Context: an optimization exercise on an open-source flow, tuned for a short achievable clock period and few clock cycles per item. The choices shown serve that exercise and are no tape-out recipe.
Power and IR drop assume default switching activity.

Setup of build 31:
Design lcc_core, start of the top module:
module lcc_core (
    input  wire        clk,
    input  wire        rst,         
    input  wire        cmd_valid,
    output wire        cmd_ready,
    input  wire [7:0]  cmd,
    input  wire [15:0] din,
    output reg         rsp_valid,
    output reg  [15:0] dout,
    output reg  [1:0]  rsp
);
Size in the first run: roughly 700 cells after synthesis, ~170 flip-flops, roughly 47 I/O pins, about 6600 sq um of cells after synthesis.
Settings: LEC_CHECK=0, CAP_MARGIN=20, CORE_MARGIN=2, CORE_UTILIZATION=40, SETUP_SLACK_MARGIN=1.2, SLEW_MARGIN=20; clock period 3.2 ns.
run.sh (not shown) runs the stock make flow with config.mk's settings and CLKGATE_MAP_FILE= SYNTH_SCRIPT=/design/flow/synth_recipe.tcl, a recipe that flattens the netlist after the stock synthesis.
Build 31: full flow OK, the timing, DRC and antenna checks passed
For build 73, these inputs were changed with respect to build 31:
- putting TNS_END_PERCENT at 100 where nothing was set
- swapping 1.2 for 3.0 in SETUP_SLACK_MARGIN
==> results.txt <==
Depth of the worst register-to-register path, build 73 and build 31: lower on build 73
Worst setup slack: lower on build 31
Required arrival time at the worst endpoint: build 73 > build 31
Multi-input gate share of the layout cell area ended up 1.6 points higher on build 73 than on build 31.
Measured against each other, build 73 and build 31 differ in global-route usage over all layers, the lower figure coming from build 31.
Inputs modified between build 73 and build 5:
- swapping 3.0 for 2.0 in SETUP_SLACK_MARGIN
==> results.txt <==
STATUS design area: build 5 wins against build 73
Build 5 vs build 73 on met3 track demand over resource: build 5 is the lower one.
| number of search-and-repair iterations in the first detailed-routing pass | build 5 vs build 73 | 2 higher |
Build 5 vs build 73: total power up in build 5
[build 5 vs build 73] wire length on met1: lower in build 5
No run of this note included a check of the RTL's function; only the layout flow was run.

* * *

The RTL this note starts from:
==> flow/design.v <==
module lcc_core (
    input  wire        clk,
    input  wire        rst,         
    input  wire        cmd_valid,
    output wire        cmd_ready,
    input  wire [7:0]  cmd,
    input  wire [15:0] din,
    output reg         rsp_valid,
    output reg  [15:0] dout,
    output reg  [1:0]  rsp
);
    integer j;
    reg        pol;
    reg        prev;
    reg        err;
    reg        ill;
    reg [15:0] cnt;
    reg ready;
    assign cmd_ready = ready;
    reg        va;
    reg [7:0]  ca;
    reg [15:0] da;
    always @(posedge clk) begin
        ready <= ~rst;
        va    <= cmd_valid & ready & ~rst;
        ca    <= cmd;
        da    <= din;
    end
    wire [3:0] op_a = ca[7:4];
    wire [1:0] w_a  = ca[3:2];
    wire [1:0] z_a  = ca[1:0];
    wire [3:0] k_a  = ca[3:0];
    reg legal_a;
    always @* begin
        case (op_a)
            4'h0:    legal_a = (k_a == 4'd0);
            4'hB:    legal_a = (k_a <= 4'd4);
            4'hC:    legal_a = (k_a <= 4'd3);
            4'h1, 4'h2, 4'h3, 4'h5, 4'h6, 4'h7, 4'h8, 4'h9:
                     legal_a = (z_a == 2'b00) && (w_a != 2'b11);
            4'h4, 4'hA:
                     legal_a = (z_a == 2'b00) && (w_a == 2'b10);
            default: legal_a = 1'b0;
        endcase
    end
    wire        lv_a   = va & ~rst & legal_a;
    wire [15:0] oph_a  = lv_a ? (16'h0001 << op_a) : 16'h0000;
    wire [4:0]  kh_a   = 5'b00001 << k_a[2:0];      
    wire [7:0] dmask_a = (w_a == 2'b00) ? 8'h01 : (w_a == 2'b01) ? 8'h0F : 8'hFF;
    wire [7:0] dm_a = da[7:0] & dmask_a;     
    wire [7:0] dn_a = ~da[7:0] & dmask_a;    
    reg [7:0] s_a, u_a;
    reg [7:0] eq_a;                         
    reg [7:0] bl_a;                         
    always @* begin
        for (j = 0; j < 8; j = j + 1) begin
            s_a[j]  = ^(dm_a >> j);
            u_a[j]  = ^(dn_a >> j);
            eq_a[j] = ~(da[2*j+1] ^ da[2*j]);
        end
        for (j = 0; j < 7; j = j + 1)
            bl_a[j] = ~(da[2*j+1] ^ da[2*j+2]);
        bl_a[7] = 1'b0;
    end
    wire mal_a    = |(eq_a & dmask_a);
    wire brest_a  = |(bl_a & (dmask_a >> 1));
    wire xtop_a   = (w_a == 2'b00) ? da[1] : (w_a == 2'b01) ? da[7] : da[15];
    reg        vb;
    reg        ill_b;                       
    reg [15:0] oh_b;                        
    reg [4:0]  kh_b;
    reg [7:0]  dmask_b;
    reg [15:0] db;
    reg [7:0]  s_b, u_b;
    reg        mal_b, brest_b, xtop_b;
    always @(posedge clk) begin
        vb      <= va & ~rst;
        ill_b   <= va & ~rst & ~legal_a;
        oh_b    <= oph_a;
        kh_b    <= kh_a;
        dmask_b <= dmask_a;
        db      <= da;
        s_b     <= s_a;
        u_b     <= u_a;
        mal_b   <= mal_a;
        brest_b <= brest_a;
        xtop_b  <= xtop_a;
    end
    wire is_menc  = oh_b[1];
    wire is_mdec  = oh_b[2];
    wire is_mchk  = oh_b[3];
    wire is_decc  = oh_b[4];
    wire is_dmenc = oh_b[5];
    wire is_dmdec = oh_b[6];
    wire is_bmenc = oh_b[7];
    wire is_bmdec = oh_b[8];
    wire is_bmchk = oh_b[9];
    wire is_trans = oh_b[10];
    wire is_csrr  = oh_b[11];
    wire is_csrw  = oh_b[12];
    reg [15:0] emask_b;                     
    reg [7:0]  xe_b, xo_b;
    always @* begin
        for (j = 0; j < 8; j = j + 1) begin
            emask_b[2*j]   = dmask_b[j];
            emask_b[2*j+1] = dmask_b[j];
            xe_b[j]        = db[2*j];
            xo_b[j]        = db[2*j+1];
        end
    end
    wire [7:0] topm_b = dmask_b & ~(dmask_b >> 1);
    reg [15:0] menc_v, dmenc_v, bmenc_v;
    reg [7:0]  dmdec_v;
    always @* begin
        for (j = 0; j < 8; j = j + 1) begin
            menc_v[2*j]    = db[j];
            menc_v[2*j+1]  = ~db[j];
            dmenc_v[2*j]   = s_b[j];
            dmenc_v[2*j+1] = ~s_b[j];
            bmenc_v[2*j]   = u_b[j];
            bmenc_v[2*j+1] = (j == 7) ? 1'b1 : ~u_b[(j+1) % 8];
        end
        for (j = 0; j < 7; j = j + 1)
            dmdec_v[j] = ~(db[2*j+2] ^ db[2*j+1]) & dmask_b[j+1];
        dmdec_v[7] = 1'b0;
        dmdec_v = dmdec_v | (topm_b & {8{~xtop_b}});
    end
    wire bbad1 = xtop_b | brest_b;          
    wire bbad0 = ~xtop_b | brest_b;         
    wire acct  = is_mchk | is_decc | is_bmchk;
    wire setp  = is_dmdec | is_bmdec | is_bmchk | (is_csrw & kh_b[1]);
    wire [15:0] base_n =
          ({16{is_menc}}  & menc_v  & emask_b)
        | ({16{is_dmenc}} & dmenc_v & emask_b)
        | ({16{is_bmenc}} & bmenc_v & emask_b)
        | {8'h00,
             ({8{is_mdec}}  & xe_b & dmask_b)
           | ({8{is_decc & ~mal_b}} & xe_b)
           | ({8{is_dmdec}} & dmdec_v)
           | ({8{is_bmdec}} & (xo_b ^ xe_b) & dmask_b)
           | ({8{is_trans}} & {db[7], db[6:0] ^ db[7:1]})};
    wire [15:0] pm_n =
          ({16{is_dmenc | is_bmenc}} & emask_b)
        | {8'h00, {8{is_dmdec}} & topm_b}
        | {8'h00, is_trans, 6'd0, is_csrr & kh_b[1]};
    wire [15:0] qm_n =
          ({16{is_menc}} & emask_b)
        | {8'h00, {8{is_mdec}} & dmask_b}
        | {8'h00, {8{is_decc & ~mal_b}}}
        | {15'd0, is_csrr & kh_b[0]};
    wire sel_st_n   = is_csrr & kh_b[2];
    wire sel_cnt_n  = is_csrr & kh_b[3];
    wire sel_cnte_n = is_csrr & kh_b[4];
    wire r1_n = ((is_mdec | is_mchk | is_decc) & mal_b) | (is_bmchk & bbad1);
    wire r0_n = ((is_mdec | is_mchk | is_decc) & mal_b) | (is_bmchk & bbad0);
    wire pa_n = setp ? db[0]
              : is_dmenc ? ~s_b[0]
              : is_bmenc ? ~u_b[0]
              : 1'b1;
    wire pb_n = setp ? db[0]
              : is_dmenc ? s_b[0]
              : is_bmenc ? u_b[0]
              : 1'b0;
    wire errwr_n = is_csrw & kh_b[2];
    wire ekeep_n = ~errwr_n;
    wire es1_n   = errwr_n ? db[0] : ((is_mchk | is_decc) & mal_b) | (is_bmchk & bbad1);
    wire es0_n   = errwr_n ? db[0] : ((is_mchk | is_decc) & mal_b) | (is_bmchk & bbad0);
    wire i1_n    = ((is_mchk | is_decc) & ~mal_b) | (is_bmchk & ~bbad1);
    wire i0_n    = ((is_mchk | is_decc) & ~mal_b) | (is_bmchk & ~bbad0);
    wire illset_n = ill_b;
    wire illwr_n  = is_csrw & kh_b[2];
    wire polwr_n  = is_csrw & kh_b[0];
    wire cntwr_n  = is_csrw & kh_b[3];
    reg        vc;
    reg [15:0] base_c, pm_c, qm_c, wd_c;
    reg        sel_cnt_c, sel_cnte_c, sel_st_c;
    reg        r1_c, r0_c, ill_rsp_c;
    reg        pa_c, pb_c, ekeep_c, es1_c, es0_c, inc_c;
    reg        illset_c, illwr_c, polwr_c, cntwr_c;
    wire prev_nx = prev ? pa_c : pb_c;
    wire err_nx  = (err & ekeep_c) | (prev ? es1_c : es0_c);
    always @(posedge clk) begin
        vc         <= vb & ~rst;
        base_c     <= base_n;
        pm_c       <= pm_n;
        qm_c       <= qm_n;
        wd_c       <= db;
        sel_cnt_c  <= sel_cnt_n;
        sel_cnte_c <= sel_cnte_n;
        sel_st_c   <= sel_st_n;
        r1_c       <= r1_n;
        r0_c       <= r0_n;
        ill_rsp_c  <= ill_b;
        if (rst) begin
            pa_c     <= 1'b1;
            pb_c     <= 1'b0;
            ekeep_c  <= 1'b1;
            es1_c    <= 1'b0;
            es0_c    <= 1'b0;
            inc_c    <= 1'b0;
            illset_c <= 1'b0;
            illwr_c  <= 1'b0;
            polwr_c  <= 1'b0;
            cntwr_c  <= 1'b0;
        end else begin
            pa_c     <= pa_n;
            pb_c     <= pb_n;
            ekeep_c  <= ekeep_n;
            es1_c    <= es1_n;
            es0_c    <= es0_n;
            inc_c    <= (prev_nx ? i1_n : i0_n) & ~err_nx;
            illset_c <= illset_n;
            illwr_c  <= illwr_n;
            polwr_c  <= polwr_n;
            cntwr_c  <= cntwr_n;
        end
    end
    wire [15:0] cnt_inc = (&cnt) ? cnt : cnt + 16'd1;
    always @(posedge clk) begin
        if (rst) begin
            pol  <= 1'b0;
            prev <= 1'b0;
            err  <= 1'b0;
            ill  <= 1'b0;
            cnt  <= 16'h0000;
        end else begin
            if (polwr_c)
                pol <= wd_c[0];
            prev <= prev_nx;
            err  <= err_nx;
            ill  <= illset_c | (illwr_c ? wd_c[1] : ill);
            if (cntwr_c)
                cnt <= wd_c;
            else if (inc_c)
                cnt <= cnt_inc;
        end
    end
    always @(posedge clk) begin
        rsp_valid <= vc & ~rst;
        dout <= base_c
              ^ (pm_c & {16{prev}})
              ^ (qm_c & {16{pol}})
              | (cnt & {16{sel_cnt_c | (sel_cnte_c & err)}})
              | {14'd0, sel_st_c & ill, sel_st_c & err};
        rsp  <= {ill_rsp_c, prev ? r1_c : r0_c};
    end
endmodule
make LEC_CHECK=0 CAP_MARGIN=20 CORE_MARGIN=2 CORE_UTILIZATION=40 SETUP_SLACK_MARGIN=2.5 SLEW_MARGIN=20 TNS_END_PERCENT=100 finish   # period 3.2 ns
Change:
SETUP_SLACK_MARGIN = 2.0   (was 2.5)
The changed run went through all stages and came out clean. Synthesized area does not change. Wire length went down by a few percent. Worst setup slack gets better by 59 ps. Non-clock buffer count shrinks by 26. Global-route usage falls by 0.24 points. Sequential cell count is unchanged. Total power grows slightly. Register-to-register slack is better by 60 ps. Design area falls by a little under a tenth.
Function was not checked in any run of this note: the RTL went through the layout flow alone.

-- afterwards: timing with drivers on the ports --
The results above use ideal ports. As a check the final layouts listed here were re-extracted and re-timed, cells and wires unchanged.
Step 1, drivers: a clkbuf_16 drives clk and a buf_2 each remaining input, both assumed.
Step 2 also shifts input and output timing later by t, the mid clock arrival at the registers, as if the neighbouring blocks saw the same clock.
Slacks: no drivers / after step 1 / after step 2; pairs: no drivers / after step 1.
run | t (ns) | setup WS [ns] | worst slew at a driven data input, ns | pins driven straight from the clock port
build 31 | 0.470 | 1.270 / 1.224 / 0.906 | 0.04 | 1
build 73 | 0.470 | 1.496 / 1.496 / 1.496 | 0.06 | 1
build 5 | 0.461 | 1.511 / 1.511 / 1.418 | 0.04 | 1
the first run of note 2 | 0.467 | 1.548 / 1.548 / 1.477 | 0.06 | 1
the second run of note 2 | 0.466 | 1.608 / 1.608 / 1.385 | 0.03 | 1
After both steps every run listed still meets setup and hold. The setup slack of build 31, which loses most, moves by -0.046 ns with the drivers and by -0.364 ns with both steps.
